Background: an optimization exercise with open tools, aiming at small area and a short achievable clock period. Do not read the settings as production practice. Only simulation tests tie the RTL to the original design; equivalence was not proved. No activity file was given, so power comes from the tool's default toggle rates.

== the previous run ==
## aux_rx_sync
module aux_rx_sync (
    input  wire        clk,
    input  wire        rst,           
    input  wire        arm,           
    input  wire [15:0] arm_t,
    input  wire        tick,          
    input  wire        rx_valid,      
    input  wire [7:0]  rx_data,
    output wire        rx_ready,
    output wire        rx_done,
    output wire [1:0]  rx_state,
    output wire [7:0]  cmd_status,
    output wire [8:0]  rx_cnt,
    output wire        rx_ovf,
    output wire        rx_prep,
    output wire [15:0] qrem,
    output wire [15:0] orem,
    output wire [7:0]  res_status,
    output wire [7:0]  res_src,
    output wire [7:0]  res_dst,
    output wire [7:0]  res_cmd,
    output wire [7:0]  res_len,
    output wire [7:0]  res_plen,
    input  wire        rd_sel,        
    input  wire [8:0]  rd_idx,
    output wire [7:0]  rd_byte
);
    localparam [15:0] Q_TICKS  = 16'd100;
    localparam [7:0]  SENTINEL = 8'h3B;
    localparam [8:0]  RX_CAP   = 9'd258;
    localparam [1:0] S_OFF = 2'd0, S_IDLE = 2'd1, S_COLL = 2'd2;
    localparam [7:0] ST_OK       = 8'h00;
    localparam [7:0] ST_SHORT    = 8'h01;
  ...
Size in the first run: about 4600 cells after synthesis, ~150 I/O pins, ~79000 um2 of cells after synthesis.
Settings: LEC_CHECK=0, CAP_MARGIN=20, CORE_MARGIN=2, CORE_UTILIZATION=60, CTS_BUF_LIST=sky130_fd_sc_hd__clkbuf_16, CTS_CLUSTER_DIAMETER=70, CTS_CLUSTER_SIZE=25, PLACE_DENSITY=0.72, SETUP_SLACK_MARGIN=4.5, SLEW_MARGIN=20, SYNTH_HIERARCHICAL=1, SYNTH_MINIMUM_KEEP_SIZE=0, TNS_END_PERCENT=5; clock period 10.0 ns.
run.sh (not shown) runs the stock make flow with config.mk's settings and CLKGATE_MAP_FILE= SYNTH_SCRIPT=/design/flow/synth_recipe.tcl, a recipe that flattens the netlist after the stock synthesis.
## Diff of input files: the current run against the previous run
--- a/flow/design.v
+++ b/flow/design.v
@@ -198,73 +198,39 @@
         for (j = 0; j < 8; j = j + 1) begin : g_dec
             assign dec_lo[j]  = off5 ? (il == ((j + 3) % 8)) :
                                 off4 ? (il == ((j + 4) % 8)) : (il == j);
             assign dec_mid[j] = c_lo ? (im == ((j + 7) % 8)) : (im == j);
         end
         for (j = 0; j < 5; j = j + 1) begin : g_dec_hi
             assign dec_hi[j] = c_mid ? (ih == ((j + 7) % 8)) : (ih == j);
         end
     endgenerate
-    wire       pay_ok  = res_ok && lt9(rd_idx, {1'b0, res_plen});
-    wire       rd_ok   = rd_sel ? pay_ok : lt9(rd_idx, cnt_q);
-    wire [4:0] hi_ok   = dec_hi & {5{rd_ok}};
     wire [2063:0] colv = {col7, col6, col5, col4, col3, col2, col1, col0};
+    wire [7:0]    rd_val;
     genvar g;
     generate
         for (b = 0; b < 8; b = b + 1) begin : g_rd
             wire [257:0] cb = colv[258*b +: 258];
             wire [32:0]  t1;           
             wire [4:0]   t2;           
             for (g = 0; g < 32; g = g + 1) begin : g_t1
                 aux_rx_sel8 u_s1 (.d(cb[8*g +: 8]), .s(dec_lo), .y(t1[g]));
             end
             assign t1[32] = |(cb[257:256] & dec_lo[1:0]);
             for (g = 0; g < 4; g = g + 1) begin : g_t2
                 aux_rx_sel8 u_s2 (.d(t1[8*g +: 8]), .s(dec_mid), .y(t2[g]));
             end
             assign t2[4] = t1[32] & dec_mid[0];
-            aux_rx_sel5 u_s3 (.d(t2), .s(hi_ok), .y(rd_byte[b]));
+            assign rd_val[b] = |(t2 & dec_hi);
         end
     endgenerate
+    wire       pay_ok  = res_ok && lt9(rd_idx, {1'b0, res_plen});
+    wire       rd_ok   = rd_sel ? pay_ok : lt9(rd_idx, cnt_q);
+    assign rd_byte = rd_ok ? rd_val : 8'd0;
 endmodule
 module aux_rx_sel8 (
     input  wire [7:0] d,
     input  wire [7:0] s,
     output wire       y
 );
     assign y = |(d & s);
 endmodule
-module aux_rx_sel5 (
-    input  wire [4:0] d,
-    input  wire [4:0] s,
-    output wire       y
-);
-    wire n0, n1, n2;
-    aux_rx_aoi22 u_a0 (.a(d[0]), .b(s[0]), .c(d[1]), .d(s[1]), .yn(n0));
-    aux_rx_aoi22 u_a1 (.a(d[2]), .b(s[2]), .c(d[3]), .d(s[3]), .yn(n1));
-    aux_rx_nand2 u_a2 (.a(d[4]), .b(s[4]), .y(n2));
-    aux_rx_nand3 u_n  (.a(n0), .b(n1), .c(n2), .y(y));
-endmodule
-module aux_rx_aoi22 (
-    input  wire a,
-    input  wire b,
-    input  wire c,
-    input  wire d,
-    output wire yn
-);
-    assign yn = ~((a & b) | (c & d));
-endmodule
-module aux_rx_nand2 (
-    input  wire a,
-    input  wire b,
-    output wire y
-);
-    assign y = ~(a & b);
-endmodule
-module aux_rx_nand3 (
-    input  wire a,
-    input  wire b,
-    input  wire c,
-    output wire y
-);
-    assign y = ~(a & b & c);
-endmodule
## What came out
The previous run reports its cell at the slowest stage of the critical path as sky130_fd_sc_hd__nand4_1 while the current run reports sky130_fd_sc_hd__a22oi_2. | synthesized cell count | the previous run vs the current run | ≈ equal |. From the previous run to the current run the numbers moved as follows: overall power of the completed layout moved up, total length of routed met2 wires moved up, power dissipated by switching net loads moved up. Relative to the previous run, post-CTS setup-driven buffer insertion count increased by 38 in the current run. Summary of the current run over the previous run: post-layout worst setup margin dropped 0.053 ns; global-route usage over all layers up 2.5 points; number of buffer and inverter instances along the worst setup path shows no meaningful change; final design area excluding fillers rose by 2.0%.

==> what the ideal ports hide <==
How much do the figures lean on ideal ports? The routed layouts below were timed once more, with nothing changed but the port constraints. Step 1: set_driving_cell puts a clkbuf_16 on clk and a buf_2 on each other input, an assumption about the parent block. Step 2 adds t to the input delays and takes it off the output delays; t is the mean of the earliest and latest rising clock arrival at the registers after step 1. Input paths then give back, and output paths get back, about the clock's delay inside the block. Three values: ideal ports, drivers, drivers and shift; two values: the first two.
run	shift t [ns]	setup slack, ns	worst hold slack (ns)
the previous run	0.847	2.934 / 2.885 / 2.885	0.499 / 0.499 / 0.499
the current run	0.837	2.882 / 2.795 / 2.795	0.503 / 0.503 / 0.503
After both steps setup and hold are still met in every run listed. For the current run, which loses most, drivers alone change the setup slack by -0.087 ns; drivers and shift together by -0.087 ns.
